Source: an optimization exercise on an open RTL-to-GDS flow (aim: small area, a short achievable clock period and few clock cycles per item). Production flows keep margins and buffers that such runs may drop.
Function was checked by simulation only, so behaviour that the tests miss may differ from the original.
Power is estimated from default activity; no workload was simulated.

File: flow/run.sh
#!/bin/bash
# synth_recipe.tcl (not shown) runs the flow's synth.tcl, then flattens the netlist and writes it again
# the make line also repeats each setting of config.mk as NAME=value (left out here)
make -C /OpenROAD-flow-scripts/flow DESIGN_CONFIG=/design/flow/config.mk WORK_HOME=/design/flow/orfs CLKGATE_MAP_FILE= SYNTH_SCRIPT=/design/flow/synth_recipe.tcl finish
File: flow/config.mk
export PLATFORM = sky130hd
export DESIGN_NAME = qrle
export DESIGN_NICKNAME = qrle
export VERILOG_FILES = /design/flow/design.v
export SDC_FILE = /design/flow/constraint.sdc
export NUM_CORES = 4
export LEC_CHECK = 0
export CAP_MARGIN = 20
export CORE_MARGIN = 2
export CORE_UTILIZATION = 40
export SLEW_MARGIN = 20
File: flow/constraint.sdc
create_clock -name core_clock -period 16.0 [get_ports {clk}]
set_input_delay 3.2000 -clock core_clock [delete_from_list [all_inputs] [get_ports {clk}]]
set_output_delay 3.2000 -clock core_clock [all_outputs]
set_load 0.01 [all_outputs]
File: flow/design.v
module qrle (
    input  wire        clk,
    input  wire        rst,
    input  wire        in_valid,
    output wire        in_ready,
    input  wire [31:0] in_x,
    input  wire [31:0] in_delta,
    input  wire        in_last,
    output wire        out_valid,
    input  wire        out_ready,
    output wire [7:0]  out_data,
    output wire        out_last
);
    localparam ST_IDLE = 2'd0;
    localparam ST_DIV  = 2'd1;
    localparam ST_FIN  = 2'd2;
    localparam ST_SHL  = 2'd3;
    localparam EM_NONE = 2'd0;
    localparam EM_RUN  = 2'd1;
    localparam EM_LIT  = 2'd2;
    reg [1:0]  st;
    reg [24:0] rem;           
    reg [23:0] dvs;           
    reg [9:0]  k;             
    reg [4:0]  j;             
    reg        seen;          
    reg        sgn;           
    reg        lastr;         
    reg        em2;           
    reg        lastb;         
    reg        g;             
    reg        e23;           
    reg [31:0] acc;           
    reg        fin_p;         
    reg        cin_r;
    reg [15:0] run;           
    reg        run_p, lit_p;  
    reg        run_last, lit_last;
    reg        lit_older;     
    reg [1:0]  em;            
    reg [2:0]  nb;            
    reg        ov, ol;
    reg [7:0]  od;
    assign out_valid = ov;
    assign out_data  = od;
    assign out_last  = ol;
    wire idle    = (st == ST_IDLE);
    assign in_ready = idle & ~run_p & (em != EM_RUN);
    wire accept  = in_valid & in_ready;
    wire [7:0]  ex = in_x[30:23];
    wire [7:0]  ed = in_delta[30:23];
    wire        x_zero = (in_x[30:0] == 31'd0);
    wire        x_e255 = &ex;
    wire        x_man  = |in_x[22:0];
    wire        d_zero = (in_delta[30:0] == 31'd0);
    wire        d_e255 = &ed;
    wire [9:0]  k0     = {2'b00, ex[7:1], ex[0] | ~|ex} - {2'b00, ed[7:1], ed[0] | ~|ed};
    wire        k0_small = k0[9] & ~(&k0[8:2] & (k0[1:0] != 2'b00));  
    wire        in_zero  = x_zero | (x_e255 & x_man) | d_e255 | k0_small;
    wire        in_sat   = x_e255 | d_zero;
    wire [25:0] trial = {1'b0, rem} - {2'b00, dvs};
    wire        b     = ~trial[25];
    wire [24:0] rsel  = b ? trial[24:0] : rem;
    wire        knorm = ~dvs[23];
    wire k_neg  = k[9];
    wire k_ge31 = ~k[9] & (|k[8:5] | (&k[4:0]));
    wire k_m1   = (k == 10'h3FF);
    wire k_m2   = (k == 10'h3FE);
    wire k_le_m2 = k_neg & ~k_m1;
    wire k_z    = (k == 10'd0);
    wire j_23   = (j == 5'd23);
    wire j_24   = (j == 5'd24);
    wire [31:0] satv = sgn ? 32'h80000000 : 32'h7FFFFFFF;
    wire        stk   = |rem;
    wire        rbit  = g & (stk | lastb);
    wire        inc_flip = (st == ST_FIN) & e23 & rbit;
    wire        inc_cin  = (st == ST_FIN) ? (rbit ^ sgn) : cin_r;
    wire [31:0] acc_inc  = {acc[31:1], acc[0] ^ inc_flip} + {31'd0, inc_cin};
    wire run_c1 = (run[15:7] == 9'd0) & (run[6:0] <= 7'd100);
    wire run_c2 = (run[15:8] == 8'd0);
    wire [2:0] run_cnt = run_c1 ? 3'd1 : run_c2 ? 3'd2 : 3'd3;
    wire a_s8  = (acc[31:8]  == {24{acc[31]}});       
    wire a_s16 = (acc[31:15] == {17{acc[31]}});
    wire a_s7  = (acc[31:7]  == {25{acc[31]}});       
    wire lit_c1 = a_s7 & (acc[31] ? (acc[6:0] > 7'd53) : (acc[6:0] < 7'd75));
    wire lit_c3 = a_s8 & acc[31] & (acc[7:0] != 8'd0) & ~lit_c1;    
    wire lit_c2 = a_s8 & ~acc[31] & ~lit_c1;                
    wire lit_c4 = a_s16;
    wire [2:0] lit_cnt = lit_c1 ? 3'd1 : (lit_c2 | lit_c3) ? 3'd2 : lit_c4 ? 3'd3 : 3'd5;
    wire adv = ~ov | out_ready;
    wire start_lit = (em == EM_NONE) & lit_p & ~fin_p & (lit_older | ~run_p);
    wire start_run = (em == EM_NONE) & run_p & ~start_lit & ~(lit_p & lit_older);
    wire [1:0] cur_t = (em != EM_NONE) ? em : start_lit ? EM_LIT : start_run ? EM_RUN : EM_NONE;
    wire [2:0] cur_n = (em != EM_NONE) ? nb : start_lit ? lit_cnt : run_cnt;
    wire [7:0] lo8  = (lit_c1 | lit_c3) ? ((lit_c3 ? ~acc[7:0] : acc[7:0]) + (lit_c3 ? 8'd1 : 8'd180)) : acc[7:0];
    reg  [7:0] byte_n;
    always @(*) begin
        if (cur_t == EM_RUN) begin
            case (cur_n)
                3'd1:    byte_n = run[7:0];
                3'd2:    byte_n = run_c2 ? 8'd101 : run[15:8];
                default: byte_n = 8'd102;
            endcase
        end else begin
            case (cur_n)
                3'd1:    byte_n = lo8;
                3'd2:    byte_n = (lit_c2 | lit_c3) ? (lit_c2 ? 8'd103 : 8'd104) : acc[15:8];
                3'd3:    byte_n = lit_c4 ? 8'd105 : acc[23:16];
                3'd4:    byte_n = acc[31:24];
                default: byte_n = 8'd255;
            endcase
        end
    end
    wire lit_done_now = adv & (cur_t == EM_LIT) & (cur_n == 3'd1);
    wire run_done_now = adv & (cur_t == EM_RUN) & (cur_n == 3'd1);
    wire stall = (fin_p | lit_p | (em == EM_LIT)) & ~lit_done_now;
    reg  zero_ev, zero_last;      
    reg  post_run, post_lit;      
    reg  go_fin;                  
    reg  fin_cin;
    always @(*) begin
        zero_ev = 1'b0; zero_last = lastr;
        post_run = 1'b0; post_lit = 1'b0;
        go_fin = 1'b0; fin_cin = 1'b0;
        if (idle) begin
            if (accept & in_zero) begin
                zero_ev = 1'b1; zero_last = in_last;
            end
        end else if (st == ST_DIV) begin
            if (~stall & ~knorm) begin
                if (~seen) begin
                    if (b) begin
                        if (k_ge31) begin
                            post_run = 1'b1; post_lit = 1'b1;
                        end else if (k_m1) begin
                            post_run = 1'b1; post_lit = 1'b1; go_fin = 1'b1; fin_cin = ~sgn;
                        end else if (k_le_m2 & ~k_m2) begin
                            zero_ev = 1'b1;
                        end else if (~k_m2) begin
                            post_run = 1'b1;
                        end
                    end else if (k_le_m2) begin
                        zero_ev = 1'b1;
                    end
                end else if (j_24) begin
                end else if (k_m1) begin
                    if (b) begin post_lit = 1'b1; go_fin = 1'b1; fin_cin = ~sgn; end
                end else if (k_le_m2) begin
                    if (~b) begin
                        if (em2 & ~j_23) zero_ev = 1'b1;
                        else if (~em2) begin post_lit = 1'b1; go_fin = 1'b1; fin_cin = sgn; end
                    end else if (j_23 & em2) begin
                        post_run = 1'b1; post_lit = 1'b1; go_fin = 1'b1; fin_cin = ~sgn;
                    end
                end else if (k_z & j_23) begin
                    if (b) begin post_lit = 1'b1; go_fin = 1'b1; fin_cin = ~sgn; end
                end
            end
        end else if (st == ST_FIN) begin
            if (em2 & ~rbit) zero_ev = 1'b1;
            else begin
                post_run = em2;
                post_lit = ~(~k_neg | k_m1);
            end
        end else begin  
            if ((acc[31] ^ acc[30]) | k_m1) post_lit = 1'b1;
        end
    end
    wire [15:0] run_inc = run + 16'd1;
    always @(posedge clk) begin
        if (rst) begin
            st <= ST_IDLE;
            fin_p <= 1'b0;
            run <= 16'd0;
            run_p <= 1'b0; lit_p <= 1'b0; lit_older <= 1'b0;
            em <= EM_NONE; ov <= 1'b0;
        end else begin
            fin_p <= go_fin;
            if (go_fin) cin_r <= fin_cin;
            if (fin_p | (st == ST_FIN)) acc <= acc_inc;
            case (st)
                ST_IDLE: begin
                    if (accept & ~in_zero) begin
                        rem   <= {1'b0, |ex, in_x[22:0]};
                        dvs   <= d_zero ? 24'h800000 : {|ed, in_delta[22:0]};
                        k     <= in_sat ? 10'd300 : k0;
                        sgn   <= in_x[31] ^ in_delta[31];
                        lastr <= in_last;
                        seen  <= 1'b0;
                        st    <= ST_DIV;
                    end
                end
                ST_DIV: begin
                    if (~stall) begin
                        if (knorm) begin
                            dvs <= {dvs[22:0], 1'b0};
                            k   <= k + 10'd1;
                        end else begin
                            rem <= {rsel[23:0], 1'b0};
                            k   <= k - 10'd1;
                            if (~seen) begin
                                if (b) begin
                                    seen <= 1'b1;
                                    j    <= 5'd1;
                                    em2  <= k_m2;
                                    lastb <= 1'b1;
                                    if (k_ge31) begin
                                        acc <= satv;
                                        st  <= ST_IDLE;
                                    end else if (k_m1) begin
                                        acc <= {32{sgn}};
                                        st  <= ST_IDLE;
                                    end else begin
                                        acc <= k_neg ? {32{sgn}} : {{31{sgn}}, ~sgn};
                                        if (k_le_m2 & ~k_m2) st <= ST_IDLE;
                                    end
                                end else if (k_le_m2) begin
                                    st <= ST_IDLE;
                                end
                            end else begin
                                j <= j + 5'd1;
                                if (~j_24) lastb <= b;
                                if (~j_24 & ~k_neg) acc <= {acc[30:0], b ^ sgn};
                                if (j_24) begin
                                    g   <= b;
                                    e23 <= k_m1;
                                    st  <= ST_FIN;
                                end
                                if (zero_ev | go_fin) st <= ST_IDLE;
                            end
                        end
                    end
                end
                ST_FIN: begin
                    if (zero_ev | post_lit) st <= ST_IDLE;
                    else st <= ST_SHL;
                end
                default: begin  
                    if (acc[31] ^ acc[30]) acc <= satv;
                    else begin
                        acc <= {acc[30:0], 1'b0};
                        k   <= k - 10'd1;
                    end
                    if (post_lit) st <= ST_IDLE;
                end
            endcase
            if (zero_ev) begin
                run <= run_inc;
                if (zero_last | (run == 16'hFFFE)) begin
                    run_p <= 1'b1;
                    run_last <= zero_last;
                    lit_older <= lit_p & ~(start_lit & adv);
                end
            end else if (post_run & (run != 16'd0)) begin
                run_p <= 1'b1;
                run_last <= 1'b0;
                lit_older <= 1'b0;
            end
            if (post_lit) begin
                lit_p <= 1'b1;
                lit_last <= lastr;
            end
            if (adv) begin
                if (cur_t != EM_NONE) begin
                    od <= byte_n;
                    ov <= 1'b1;
                    ol <= (cur_n == 3'd1) & ((cur_t == EM_RUN) ? run_last : lit_last);
                    nb <= cur_n - 3'd1;
                    em <= (cur_n == 3'd1) ? EM_NONE : cur_t;
                end else begin
                    ov <= 1'b0;
                end
                if (start_lit & ~post_lit) lit_p <= 1'b0;
                if (start_run & ~(zero_ev | post_run)) run_p <= 1'b0;
                if (run_done_now) run <= 16'd0;
            end
        end
    end
endmodule
==> impl_metrics.ini <==
[flow_run]
maxCapViolCount = 0

[floorplan]
die_h_um = 179.0
die_w_um = 179.0
core_region_area_mm2 = 0.03035
initial_core_util = 0.4038
dieArea_mm2 = 0.03206
rows = 64
io_pins = 80

[critical_path]
path_max_fanout = 26
rrSetupSlack_ns = 10.37
rr_worst_depth = 16
reg2reg_to = lit_older
worst_setup_path_end_kind = flip-flop
r2r-start = acc[31]
cp.required_ns = 16.10
cp.arrival_ns = 7.41
crit_type = in -> reg
startpoint_type = input pin

[layout]
multi_input_area_mm2 = 0.007542
regArea_mm2 = 0.004044
fin_nets = 1681
areaGrowthSynthToFinish_pct = 13.39
fillCellCount = 3007
antennaDiodeCount = 0
final_common_cell = nor2_1
final_cell_mix = nor2_1 (177), a21oi_1 (129), nand2_1 (128)
drive_above_1_share = 0.05818

[power_and_ir_drop]
powerDensity_mw_per_mm2 = 150.4
total_power_mw = 2.090
vdd_drop_max_v = 0.00008655
p_leak_nw = 5.009

[cts]
ctsLongestPathBuffers = 2
clk_pin_slew_worst_paths_ns = 0.07
cts.sinks = 143
cts_made_buffers = 17
clock_latency_ns = 0.44
cts_setup_buffers = 0
tritoncts = built
cts_max_level = 4
hold_buffers = 0
cts_resized = 0
ctsRootBufferMaster = clkbuf_16

[synth]
syn-num-nets = 1659
synth-main-ff-cell = edfxtp_1
yosysSeqAreaShare = 0.3300
synth_seq_cells = 143
synth.area.top_cells = edfxtp_1 (29%), ha_1 (6.0%), nor2_1 (5.5%), a21oi_1 (5.3%), o21ai_0 (5.1%)
synth.avg_cell_area_um2 = 8.015
synthesis.instances = 1529
synthArstFlopShare = 0
synth_cell_type_count = 91
synth_top_area_share = 0.2891
synth-edff-count = 118
yosysWarnings = 1
synth_top_cell_by_area = edfxtp_1
netlist_area_mm2 = 0.01226

[timing]
skew_ns = 0.01546
fmax_mhz = 136.8
slew_violations = 0
min_period_ns = 7.312
slew-limit-headroom = 0.2745
tightest_slew_ns = 1.088
fin_tns_setup_ns = 0
setup_viol = 0
grt_setup_unrepaired = no
whs_ns = 0.4710
post-route-period-util = 0.4570
hold_viol = 0

[worst_hold_path]
holdCritPathClass = reg -> reg
whs_path_depth = 0
min_to = lit_last
hold_start = lastr

[route]
drtIter0Drc = 1077
wl_met1_mm = 16.99
vias = 11910
dr_wl_met2_mm = 17.76
final_antenna_net_count = 0
dr.pass1.iters = 7
top_layer = met4
drc = 0
wl_per_cell_um = 19.56
vias_per_cell = 6.074
routed_wl_mm = 38.34
wl_met3_mm = 2.346

[placed_design]
dp_hpwl_mm = 27.29
numPortBuffers = 79
globalplace.congestion = 0.9111

[global_routing]
antenna_found_initial = 0
track_usage = 0.2399
grt.overflow.total = 0
grt_pass1_vias = 11300
grt_pass1_wl_mm = 60.43
grt_max_degree = 77

[status]
status = complete, no violations
-- layer usage --
layer / track usage / up-vias
met3: 0.02714 / 79
met5: 0 / -
met1: 0.3224 / 5595
met4: 0.09892 / 0
li1: - / 5734
met2: 0.3917 / 497
-- critical path, stage by stage --
cell and delay (ns):
clkdlybuf4s50_1 0.44, nor4_1 0.41, nand2_1 0.12, nand2b_1 0.10, ha_1 0.15, inv_1 0.05, fa_1 0.39, a21o_1 0.19
a21oi_1 0.21, xnor2_1 0.11, or4_1 0.52, o41ai_2 0.41, a21oi_1 0.17, a311o_1 0.43, nor3_2 0.13, buf_4 0.37
-- where the power goes --
group | total, mW | internal (mW) | leakage [nW] | switching (mW)
Combinational | 1.01 | 0.387 | 3.45 | 0.621
Clock | 0.393 | 0.204 | 0.258 | 0.190
Sequential | 0.689 | 0.537 | 1.30 | 0.151
-- Yosys cell counts (all sizes together) (4+ instances only) --
library cell,count
o311ai,4
or3,6
and3,15
mux2i,8
edfxtp,118
o31a,6
nand2b,12
or4,6
and2,10
o2111ai,4
nor2b,14
xor2,35
mux2,5
and4,6
a21oi,130
o21bai,6
clkbuf,74
xnor2,51
o22ai,18
or2,9
a41oi,4
nor2,179
a21boi,8
a211oi,23
nand3,35
a221oi,19
nand2,128
inv,82
o21a,13
nor3,73
dfxtp,25
a22oi,15
a21o,12
nor4,35
o211ai,16
nand4,27
o221ai,7
o31ai,11
a31oi,15
buf,23
o21ai,128
ha,59
nor3b,6
a311oi,4
-- final cells by class --
| cell class | instances | share of cell area |
|---|---|---|
| clock inverter | 14 | 0.008823 |
| clock buffer | 18 | 0.03088 |
| sequential | 143 | 0.2910 |
| inverter | 83 | 0.02242 |
| timing repair buffer | 100 | 0.06852 |
| tap | 396 | 0.03565 |
| multi-input combinational | 1206 | 0.5427 |
-- cell families (layout without fill, tap and decap cells) --
logic type / after synthesis / after routing / share of synthesized area
fa+ha+maj: 61 / 61 / 0.06350
xor+xnor: 86 / 86 / 0.06146
buf+inv: 180 / 215 / 0.05717
mux: 13 / 13 / 0.01113
compound gates: 479 / 479 / 0.2530
flops: 143 / 143 / 0.3300
simple gates: 567 / 567 / 0.2238
-- state kept, by name, indices dropped and copies added (netlist names), 3 cells and up --
signal  flops
rem        25
k          10
nb          3
run        16
dvs        24
od          8
j           5
acc        32
-- per-stage QoR --
stage | cells | util | worst slack, ns | area (um^2)
CTS | 1959 | 0.4575 | 8.711 | 13890
floorplan | 1529 | - | 7.731 | 12260
global placement | 1927 | 0.4394 | 8.308 | 13330
global route | 1960 | 0.4579 | 8.299 | 13900
detailed placement | 1927 | 0.4394 | 8.253 | 13330
finish | 1960 | 0.4579 | 8.688 | 13900
-- worst max-delay path by stage --
| stage | endpoint | depth (start not counted) | startpoint | slack, ns |
|---|---|---|---|---|
| 2_1_floorplan | rem[0] | 14 | in_delta[30] | 7.73 |
| 3_3_place_gp | rem[14] | 16 | in_delta[24] | 8.31 |
| 3_5_place_dp | rem[14] | 16 | in_delta[24] | 8.25 |
| 4_1_cts | rem[10] | 16 | in_delta[24] | 8.71 |
| 5_1_grt | rem[8] | 16 | in_delta[30] | 8.30 |
| 6_report | rem[6] | 16 | in_delta[24] | 8.69 |
Testbench counts, summed over its fixed seeds: cycles 22,823, samples 7,072.

## port drivers added, routing unchanged
How much do the figures lean on ideal ports? The routed layout below was timed once more, with nothing changed but the port constraints. Step 1: set_driving_cell puts a clkbuf_16 on clk and a buf_2 on each other input, an assumption about the parent block. Step 2, shift: input delay + t, output delay - t, t = (earliest + latest rising clock arrival at the registers) / 2. This alone moves slack from input paths to output paths. a / b / c = ideal / step 1 / step 2; a / b = the first two.
shift t [ns]: 0.486
slack for setup (ns): 8.688 / 8.717 / 8.231
worst register clock-pin slew, ns: 0.08 / 0.08
After both steps this run still meets setup and hold. The setup slack of this run moves by +0.029 ns with the drivers and by -0.457 ns with both steps.
